This is an optimization exercise on Yosys and OpenROAD, whose aim is small area, not a production implementation. Function not checked in this run: the RTL went through the layout flow alone. Power figures rest on the tool's default switching activity, not on a simulated workload.

===== flow/run.sh =====
#!/bin/bash
# synth_recipe.tcl (not shown) runs the flow's synth.tcl, then flattens the netlist and writes it again
# the make line also repeats each setting of config.mk as NAME=value (left out here)
make -C /OpenROAD-flow-scripts/flow DESIGN_CONFIG=/design/flow/config.mk WORK_HOME=/design/flow/orfs CLKGATE_MAP_FILE= SYNTH_SCRIPT=/design/flow/synth_recipe.tcl finish

===== flow/config.mk =====
export PLATFORM = sky130hd
export DESIGN_NAME = fcb_core
export DESIGN_NICKNAME = fcb_core
export VERILOG_FILES = /design/flow/design.v
export SDC_FILE = /design/flow/constraint.sdc
export NUM_CORES = 4
export LEC_CHECK = 0
export CAP_MARGIN = 20
export CORE_MARGIN = 2
export CORE_UTILIZATION = 40
export SLEW_MARGIN = 20

===== flow/constraint.sdc =====
create_clock -name core_clock -period 10.0 [get_ports {clk}]
set_input_delay 2.0000 -clock core_clock [delete_from_list [all_inputs] [get_ports {clk}]]
set_output_delay 2.0000 -clock core_clock [all_outputs]
set_load 0.01 [all_outputs]

===== flow/design.v =====
module fcb_core (
    input  wire        clk,
    input  wire        rst,
    input  wire        op_valid,
    output wire        op_ready,
    input  wire [7:0]  op_code,
    input  wire [23:0] op_arg,
    output reg         res_valid,
    output reg  [7:0]  res_code,
    output reg  [63:0] res_data,
    input  wire        rx_valid,
    output wire        rx_ready,
    input  wire [7:0]  rx_data,
    input  wire        rx_err
);
    localparam [7:0]  ACK        = 8'h06;
    localparam [7:0]  START      = 8'hF2;
    localparam [7:0]  END_MARK   = 8'h03;
    localparam [7:0]  CMT        = 8'h43;
    localparam [7:0]  PMT        = 8'h50;
    localparam [7:0]  ACTRL1     = 8'h60;
    localparam [7:0]  ACTRL2     = 8'h34;
    localparam        ACK_ABSENT = 1'b0;       
    localparam [7:0]  OFF_ST0    = 8'd7;
    localparam [7:0]  OFF_ST1    = 8'd8;
    localparam [7:0]  OFF_ST2    = 8'd9;
    localparam [7:0]  OFF_E1     = 8'd7;
    localparam [7:0]  OFF_E0     = 8'd8;
    localparam        RX_CAP     = 64;
    localparam [31:0] CRC_POLY   = 32'hEDB88320;
    localparam [31:0] CRC_INIT   = 32'hFFFFFFFF;
    localparam [7:0] OP_BCC_CLR    = 8'h10;
    localparam [7:0] OP_BCC_UPD    = 8'h11;
    localparam [7:0] OP_BCC_RD     = 8'h12;
    localparam [7:0] OP_CRC_INIT   = 8'h20;
    localparam [7:0] OP_CRC_UPD    = 8'h21;
    localparam [7:0] OP_CRC_RD     = 8'h22;
    localparam [7:0] OP_CRC_BREV   = 8'h23;
    localparam [7:0] OP_DEC        = 8'h40;
    localparam [7:0] OP_RX_LEN     = 8'h41;
    localparam [7:0] OP_RX_RD      = 8'h42;
    localparam [7:0] OP_CLS_TSUCC  = 8'h50;
    localparam [7:0] OP_CLS_ASUCC  = 8'h51;
    localparam [7:0] OP_CLS_ADESC  = 8'h52;
    localparam [7:0] OP_CLS_STAT   = 8'h53;
    localparam [7:0] OP_CLS_ERR    = 8'h54;
    localparam [7:0] OP_CLS_FIELDS = 8'h55;
    localparam [7:0] OP_REG_RD     = 8'h60;
    localparam [7:0] R_OK          = 8'h00;
    localparam [7:0] R_BAD_START   = 8'h01;
    localparam [7:0] R_ACK_MISSING = 8'h02;
    localparam [7:0] R_SHORT_LEN   = 8'h03;
    localparam [7:0] R_TOO_LONG    = 8'h04;
    localparam [7:0] R_BAD_END     = 8'h05;
    localparam [7:0] R_CHECKSUM    = 8'h08;
    localparam [7:0] R_UNDOC_SW    = 8'h10;
    localparam [7:0] R_UNK_STATUS  = 8'h11;
    localparam [7:0] R_UNK_ERROR   = 8'h12;
    localparam [7:0] R_CHANNEL_IO  = 8'h18;
    localparam [7:0] R_ILLEGAL_OP  = 8'h20;
    localparam [7:0] R_NO_FRAME    = 8'h22;
    localparam [7:0] R_SHORT_FRAME = 8'h23;
    localparam [7:0] R_BAD_INDEX   = 8'h24;
    localparam [7:0] R_BAD_REG     = 8'h25;
    localparam [2:0] DPH_IDLE = 3'd0;
    localparam [2:0] DPH_HDR  = 3'd1;
    localparam [2:0] DPH_TAIL = 3'd2;
    localparam [2:0] DPH_DONE = 3'd3;
    localparam [2:0] DPH_FAIL = 3'd4;
    reg [7:0]  bcc;
    reg [31:0] crc;
    reg [7:0]  rxbuf [0:RX_CAP-1];
    reg [16:0] rxlen;
    reg [2:0]  dph;
    reg [16:0] dcnt;
    reg        dack;
    reg [7:0]  derr;
    reg [7:0]  dsum;       
    wire busy  = (dph == DPH_HDR) || (dph == DPH_TAIL);
    wire quiet = !busy;
    assign op_ready = quiet;
    assign rx_ready = busy;
    wire op_fire = op_valid && op_ready;
    wire rx_fire = rx_valid && rx_ready;
    function [31:0] crc_byte;
        input [31:0] r;
        input [7:0]  b;
        integer i;
        reg [31:0] v;
        begin
            v = r ^ {24'd0, b};
            for (i = 0; i < 8; i = i + 1)
                v = v[0] ? ((v >> 1) ^ CRC_POLY) : (v >> 1);
            crc_byte = v;
        end
    endfunction
    function [8:0] disp_table;
        input [7:0] c;
        case (c)
            8'h30:   disp_table = {1'b1, 8'd0};
            8'h31:   disp_table = {1'b1, 8'd1};
            8'h32:   disp_table = {1'b1, 8'd2};
            default: disp_table = {1'b0, 8'd0};
        endcase
    endfunction
    function [8:0] stack_table;
        input [7:0] c;
        case (c)
            8'h30:   stack_table = {1'b1, 8'd0};
            8'h31:   stack_table = {1'b1, 8'd1};
            8'h32:   stack_table = {1'b1, 8'd2};
            default: stack_table = {1'b0, 8'd0};
        endcase
    endfunction
    function [8:0] capt_table;
        input [7:0] c;
        case (c)
            8'h30:   capt_table = {1'b1, 8'd0};
            8'h31:   capt_table = {1'b1, 8'd1};
            default: capt_table = {1'b0, 8'd0};
        endcase
    endfunction
    function [8:0] err_table;
        input [15:0] c;
        case (c)
            16'h3030: err_table = {1'b1, 8'd0};
            16'h3031: err_table = {1'b1, 8'd1};
            16'h3130: err_table = {1'b1, 8'd2};
            default:  err_table = {1'b0, 8'd0};
        endcase
    endfunction
    function [8:0] apdu_table;
        input [15:0] c;
        case (c)
            16'h9000: apdu_table = {1'b1, 8'd0};
            16'h9100: apdu_table = {1'b1, 8'd1};
            16'h91AE: apdu_table = {1'b1, 8'd2};
            16'h91AF: apdu_table = {1'b1, 8'd3};
            default:  apdu_table = {1'b0, 8'd0};
        endcase
    endfunction
    wire [15:0] frame_len = {rxbuf[2], rxbuf[3]};
    wire [7:0]  frame_end = rxbuf[rxlen - 17'd2];
    wire [7:0]  frame_chk = rxbuf[rxlen - 17'd1];
    wire [15:0] sw        = {rxbuf[rxlen - 17'd4], rxbuf[rxlen - 17'd3]};
    wire        frame_pos = (rxbuf[4] == PMT);
    wire [8:0]  apdu_hit  = apdu_table(sw);
    wire [8:0]  disp_hit  = disp_table(rxbuf[OFF_ST0]);
    wire [8:0]  stack_hit = stack_table(rxbuf[OFF_ST1]);
    wire [8:0]  capt_hit  = capt_table(rxbuf[OFF_ST2]);
    wire [15:0] err_code  = {rxbuf[OFF_E1], rxbuf[OFF_E0]};
    wire [8:0]  err_hit   = err_table(err_code);
    wire [15:0] status_reg = {derr, 4'd0, dack, dph};
    reg [7:0]  op_res_code;
    reg [63:0] op_res_data;
    always @(*) begin
        op_res_code = R_OK;
        op_res_data = 64'd0;
        case (op_code)
            OP_BCC_CLR, OP_BCC_UPD, OP_CRC_INIT, OP_CRC_UPD: ;
            OP_BCC_RD:  op_res_data = {56'd0, bcc};
            OP_CRC_RD:  op_res_data = {32'd0, crc};
            OP_CRC_BREV: begin
                op_res_data[31:0] = crc;
                if (crc[31:24] != 8'd0)      op_res_data[39:32] = 8'd4;
                else if (crc[23:16] != 8'd0) op_res_data[39:32] = 8'd3;
                else if (crc[15:8] != 8'd0)  op_res_data[39:32] = 8'd2;
                else                         op_res_data[39:32] = 8'd1;
            end
            OP_RX_LEN:  op_res_data = {47'd0, rxlen};
            OP_RX_RD: begin
                if (dph != DPH_DONE)
                    op_res_code = R_NO_FRAME;
                else if ({7'd0, op_arg} >= {14'd0, rxlen})
                    op_res_code = R_BAD_INDEX;
                else
                    op_res_data = {56'd0, rxbuf[op_arg]};
            end
            OP_CLS_TSUCC: begin
                if (dph != DPH_DONE)
                    op_res_code = R_NO_FRAME;
                else
                    op_res_data = {63'd0, frame_pos};
            end
            OP_CLS_ASUCC: begin
                if (dph != DPH_DONE)
                    op_res_code = R_NO_FRAME;
                else if (!frame_pos)
                    op_res_data = 64'd0;
                else if (rxlen < 17'd11)
                    op_res_code = R_SHORT_FRAME;
                else
                    op_res_data = {62'd0, sw == 16'h91AF,
                                   (sw == 16'h9100) || (sw == 16'h9000) || (sw == 16'h91AF)};
            end
            OP_CLS_ADESC: begin
                if (dph != DPH_DONE)
                    op_res_code = R_NO_FRAME;
                else if (rxlen < 17'd11)
                    op_res_code = R_SHORT_FRAME;
                else if (!apdu_hit[8]) begin
                    op_res_code = R_UNDOC_SW;
                    op_res_data = {48'd0, sw};
                end else
                    op_res_data = {56'd0, apdu_hit[7:0]};
            end
            OP_CLS_STAT: begin
                if (dph != DPH_DONE)
                    op_res_code = R_NO_FRAME;
                else if ({9'd0, OFF_ST0} > rxlen - 17'd3 || {9'd0, OFF_ST1} > rxlen - 17'd3 ||
                         {9'd0, OFF_ST2} > rxlen - 17'd3)
                    op_res_code = R_SHORT_FRAME;
                else if (!disp_hit[8]) begin
                    op_res_code = R_UNK_STATUS;
                    op_res_data = {48'd0, 8'd0, rxbuf[OFF_ST0]};
                end else if (!stack_hit[8]) begin
                    op_res_code = R_UNK_STATUS;
                    op_res_data = {48'd0, 8'd1, rxbuf[OFF_ST1]};
                end else if (!capt_hit[8]) begin
                    op_res_code = R_UNK_STATUS;
                    op_res_data = {48'd0, 8'd2, rxbuf[OFF_ST2]};
                end else
                    op_res_data = {40'd0, capt_hit[7:0], stack_hit[7:0], disp_hit[7:0]};
            end
            OP_CLS_ERR: begin
                if (dph != DPH_DONE)
                    op_res_code = R_NO_FRAME;
                else if ({9'd0, OFF_E1} > rxlen - 17'd3 || {9'd0, OFF_E0} > rxlen - 17'd3)
                    op_res_code = R_SHORT_FRAME;
                else if (!err_hit[8]) begin
                    op_res_code = R_UNK_ERROR;
                    op_res_data = {48'd0, err_code};
                end else
                    op_res_data = {40'd0, err_hit[7:0], err_code};
            end
            OP_CLS_FIELDS: begin
                if (dph != DPH_DONE)
                    op_res_code = R_NO_FRAME;
                else
                    op_res_data = {frame_chk, frame_end, frame_len,
                                   rxbuf[6], rxbuf[5], rxbuf[4], rxbuf[1]};
            end
            OP_REG_RD: begin
                case (op_arg[7:0])
                    8'd0: op_res_data = {48'd0, status_reg};
                    8'd1: op_res_data = {56'd0, bcc};
                    8'd2: op_res_data = {32'd0, crc};
                    8'd3: op_res_data = {47'd0, rxlen};
                    8'd4: op_res_data = {47'd0, dcnt};
                    8'd5: op_res_data = {32'd0, PMT, CMT, END_MARK, START};
                    8'd6: op_res_data = {32'd0, 7'd0, ACK_ABSENT, ACTRL2, ACTRL1, ACK};
                    8'd7: op_res_data = {32'd0, 8'd0, OFF_ST2, OFF_ST1, OFF_ST0};
                    8'd8: op_res_data = {32'd0, 16'd0, OFF_E0, OFF_E1};
                    8'd9: op_res_data = RX_CAP;
                    default: op_res_code = R_BAD_REG;
                endcase
            end
            default: op_res_code = R_ILLEGAL_OP;
        endcase
    end
    wire [7:0] h0 = rxbuf[0];
    wire [7:0] h1 = rxbuf[1];
    wire [7:0] h2 = rxbuf[2];
    wire [7:0] h3 = rxbuf[3];
    wire [7:0] h4 = rx_data;
    wire        hdr_ack   = (h0 == ACK);
    wire [7:0]  c_start   = hdr_ack ? h1 : h0;
    wire [15:0] c_len     = hdr_ack ? {h3, h4} : {h2, h3};
    wire [16:0] c_rxlen   = hdr_ack ? 17'd4 : 17'd5;
    wire [16:0] c_total   = {1'b0, c_len} + 17'd6;
    task automatic dec_fail;
        input [7:0] code;
        begin
            dph       <= DPH_FAIL;
            derr      <= code;
            rxlen     <= 17'd0;
            dcnt      <= 17'd0;
            res_valid <= 1'b1;
            res_code  <= code;
            res_data  <= 64'd0;
        end
    endtask
    always @(posedge clk) begin
        if (rst) begin
            bcc       <= 8'h00;
            crc       <= CRC_INIT;
            rxlen     <= 17'd0;
            dph       <= DPH_IDLE;
            dcnt      <= 17'd0;
            dack      <= 1'b0;
            derr      <= 8'h00;
            dsum      <= 8'h00;
            res_valid <= 1'b0;
            res_code  <= 8'h00;
            res_data  <= 64'd0;
        end else begin
            res_valid <= 1'b0;
            if (op_fire) begin
                case (op_code)
                    OP_BCC_CLR:  bcc <= 8'h00;
                    OP_BCC_UPD:  bcc <= bcc ^ op_arg[7:0];
                    OP_CRC_INIT: crc <= CRC_INIT;
                    OP_CRC_UPD:  crc <= crc_byte(crc, op_arg[7:0]);
                    default: ;
                endcase
                if (op_code == OP_DEC) begin
                    dph   <= DPH_HDR;
                    dcnt  <= 17'd5;
                    rxlen <= 17'd0;
                    dack  <= 1'b0;
                    derr  <= 8'h00;
                    dsum  <= 8'h00;
                end else begin
                    res_valid <= 1'b1;
                    res_code  <= op_res_code;
                    res_data  <= op_res_data;
                end
            end
            if (rx_fire) begin
                if (rx_err) begin
                    dec_fail(R_CHANNEL_IO);
                end else if (dph == DPH_HDR) begin
                    rxbuf[rxlen] <= rx_data;
                    rxlen        <= rxlen + 17'd1;
                    dcnt         <= dcnt - 17'd1;
                    dsum         <= dsum ^ rx_data;
                    if (dcnt == 17'd1) begin
                        if (hdr_ack) begin
                            rxbuf[0] <= h1;
                            rxbuf[1] <= h2;
                            rxbuf[2] <= h3;
                            rxbuf[3] <= h4;
                            dack     <= 1'b1;
                            dsum     <= dsum ^ rx_data ^ ACK;
                        end else begin
                            dack     <= 1'b0;
                        end
                        if (c_start != START)
                            dec_fail(R_BAD_START);
                        else if (!hdr_ack && !ACK_ABSENT)
                            dec_fail(R_ACK_MISSING);
                        else if (c_len < 16'd3)
                            dec_fail(R_SHORT_LEN);
                        else if (c_total > RX_CAP)
                            dec_fail(R_TOO_LONG);
                        else begin
                            rxlen <= c_rxlen;
                            dcnt  <= c_total - c_rxlen;
                            dph   <= DPH_TAIL;
                        end
                    end
                end else begin
                    rxbuf[rxlen] <= rx_data;
                    rxlen        <= rxlen + 17'd1;
                    dcnt         <= dcnt - 17'd1;
                    dsum         <= dsum ^ rx_data;
                    if (dcnt == 17'd1) begin
                        if (rxbuf[rxlen - 17'd1] != END_MARK)
                            dec_fail(R_BAD_END);
                        else if (dsum != rx_data)
                            dec_fail(R_CHECKSUM);
                        else begin
                            dph       <= DPH_DONE;
                            res_valid <= 1'b1;
                            res_code  <= R_OK;
                            res_data  <= {47'd0, rxlen + 17'd1};
                        end
                    end
                end
            end
        end
    end
endmodule

==> results.toml <==
[global_route]
overflow = 0
antenna_found_initial = 10
grt_pass1_vias = 37520
grt_max_degree = 122
grt_pass1_wl_um = 300600
track_usage_pct = 33.88

[sta]
max_clock_freq_mhz = 139.9
worst_pin_slew_ns = 1.235
setup_viol = 0
drv_slew = 0
fin_tns_setup_ns = 0
final_hold_viol_count = 0
finalCritPeriodShare_pct = 71.48
max_slew_margin_pct = 17.48
fin_crit_ns = 7.148
fin_skew_ns = 0.04378
rsz0062_at_grt = "false"

[cts]
cts_root_buf = "clkbuf_16"
cts_resized = 0
cts.clk_slew.worst_paths_ns = 0.06
clock_latency_ns = 0.73
cts_tree = "built"
cts_htree_levels = 3
ctsLongestPathBuffers = 3
postCtsSetupBuffers = 0
cts_hold_buf = 0
cts_num_sinks = 679
cts_buffers = 80

[drt]
drtPass1Iterations = 8
num_vias = 40790
wl_per_cell_um = 38.55
viasPerCell = 7.255
ant_nets = 0
drc = 0
drt_iter0_drc = 7235
drt-total-wl_um = 216800

[floorplan]
core-area_um2 = 121900
rows = 128
dieHeight_um = 354.7
io_pins = 120
die_w_um = 354.7
die-area_um2 = 125800
initial_core_util_pct = 40.35

[worst_setup_path]
ff2ff_path_depth = 12
critical_path_class = "reg -> reg"
critical_path_peak_fanout = 55
r2r-end = "dcnt[4]"
worstReg2RegStart = "rxlen[0]"
cp.required_ns = 10.63
worstSetupStartpointType = "register"
cp_data_arrival_time_ns = 7.78
cp-end-kind = "register"
rrSetupSlack_ns = 2.85
crit_start = "rxlen[0]"

[synthesis]
synthArstFlopShare_pct = 0
synth_edf_count = 512
syn_area_um2 = 49180
syn_inst = 3933
synth.distinct_cells = 104
synth.ff_latch_count = 679
synth_top_flop_cell = "edfxtp_1"
synth-seq-area-share_pct = 38.06
syn_nets = 4012
synth_warnings = 1
syn_area_per_cell_um2 = 12.51

[placement]
placedCellCount = 5466
gp_congestion = 1.096
port_buffers = 119
dp_hpwl_um = 154700

[power]
p_leak_nw = 16.81
power_density_nw_per_um2 = 119.5
ir_drop_mv = 0.1635

[layout]
fill_cells = 10940
nNetsFinal = 4005
final_cell_count_no_fill = 5623
drive_gt1_share_pct = 25.78
synthToLayoutAreaGrowth_pct = 11.42

[flow_run]
max_cap_violations = 0

[worst_hold_path]
whs_path_depth = 2
min_to = "res_data[41]"
min-delay-start = "res_data[41]"
min_path_type = "reg -> reg"

[status]
status = "finished clean"
registers in the layout (all words and copies together) (netlist names):
register   cells
rxbuf        512
dack           1
dcnt          17
rxlen         17
derr           8
bcc            8
res_data      64
res_valid      1
crc           32
res_code       8
dph            3
dsum           8
layer usage:
layer / part of all wire, % / GRT usage [%] / vias to the layer above
li1: - / - / 15950
met1: 37 / 45.18 / 20700
met2: 42 / 48.11 / 3527
met3: 14 / 10.54 / 608
met4: 7.5 / 20.94 / 6
met5: 0.019 / 0 / -
how the worst max path moves through the flow:
stage                       end  cells past startpoint
global route            dcnt[4]                     12
CTS                     dcnt[4]                     12
floorplan           res_data[5]                     17
global placement       rxlen[3]                     12
detailed placement      dcnt[4]                     12
finish                  dcnt[4]                     12
through the flow:
| stage | util, % | instance area (um2) | setup slack (ns) | hold slack [ns] | total power, mW |
|---|---|---|---|---|---|
| 2_1_floorplan | - | 49180 | 4.342 | 0.4296 | 3.318 |
| 5_1_grt | 44.95 | 54790 | 2.389 | 0.4772 | 6.684 |
| 4_1_cts | 44.90 | 54720 | 2.876 | 0.4544 | 6.552 |
| 3_3_place_gp | 42.63 | 51960 | 3.020 | 0.4419 | 3.491 |
| 6_report | 44.96 | 54800 | 2.852 | 0.4542 | 6.546 |
| 3_5_place_dp | 42.65 | 51980 | 2.866 | 0.4468 | 3.492 |
synth_stat cells, drive strengths merged, types with 47 or more instances:
library cell | n | area share, %
a21oi | 162 | 1.7
a22oi | 51 | 0.79
buf | 176 | 2.2
clkbuf | 186 | 1.4
dfxtp | 167 | 6.8
edfxtp | 512 | 31
inv | 47 | 0.36
mux2i | 202 | 4.1
mux4 | 643 | 29
nand2 | 348 | 2.7
nand3 | 121 | 1.3
nand4 | 50 | 0.64
nor2 | 274 | 2.1
nor3 | 83 | 0.86
o21ai | 156 | 1.6
xnor2 | 118 | 2.1
cell families after synthesis:
logic type	Yosys count	share of synthesized area, %
multiplexers	870	34.17
buffers and inverters	411	4.035
flip-flops	679	38.06
adder cells (fa/ha/maj)	34	0.8650
AND/OR/NAND/NOR	1078	10.43
AO/OA/AOI/OAI	706	9.647
XOR/XNOR	155	2.791
cell type report:
type / instances / area [um2] / share of cell area, %
multi-input cells: 2843 / 28700 / 52.37
flip-flops and latches: 679 / 18730 / 34.18
repair buffers: 273 / 2392 / 4.366
clock buffers: 103 / 2233 / 4.076
well taps: 1625 / 2033 / 3.710
clock inverters: 44 / 508.0 / 0.9270
inverters: 49 / 183.9 / 0.3356
diodes: 7 / 17.52 / 0.03197
power breakdown:
| group | internal (mW) | switching, mW |
|---|---|---|
| Sequential | 3.03 | 0.00493 |
| Clock | 1.80 | 1.30 |
| Combinational | 0.152 | 0.258 |
| Total | 4.98 | 1.57 |
cell usage in the layout, fill, tap and decap left out, drive strengths merged, types with 16 or more instances in the layout:
cell,count
a32oi,17
nor2,274
mux2i,202
and3,19
clkinv,22
xnor2,118
nor2b,29
clkbuf,103
nor3,83
xor2,37
o21ai,156
a21o,19
nand2,348
mux4,643
mux2,25
nand4,50
inv,52
a21oi,162
nand2b,16
a211oi,36
edfxtp,512
nor4,38
o211ai,37
a22oi,51
buf,166
clkdlybuf4s50,107
a31oi,28
nand3,121
ha,34
o22ai,39
a221oi,25
or3,16
and2,19
dfxtp,167
critical path, stage by stage, from the launching register on:
cell and delay (ns):
dfxtp_4 0.85, buf_4 0.81, buf_4 0.72, buf_4 0.78
mux4_1 0.65, mux4_2 0.46, mux2_2 0.30, nor4b_2 0.42
a22oi_2 0.35, o31ai_4 0.42, nand3_2 0.63, o21ai_0 0.42
o2bb2ai_1 0.14

-- separate check: timing with driven ports --
In the flow no input, the clock included, has a driving cell. The finished layout below was timed again as built, in two steps.
Step 1, drivers: a clkbuf_16 drives clk and a buf_2 each remaining input, both assumed.
Step 2 moves the port delays by t, midway between the first and last clock arrival at a register: inputs arrive t later, outputs are due t later. That takes back most of the time a late clock gives input paths.
Three values: ideal, step 1, step 2; two values: the first two.
shift t [ns]: 0.778
setup WS [ns]: 2.852 / 2.852 / 2.852
hold WS [ns]: 0.454 / 0.454 / 0.454
After both steps this run still meets setup and hold. The setup slack of this run moves by 0.000 ns with the drivers and by 0.000 ns with both steps.
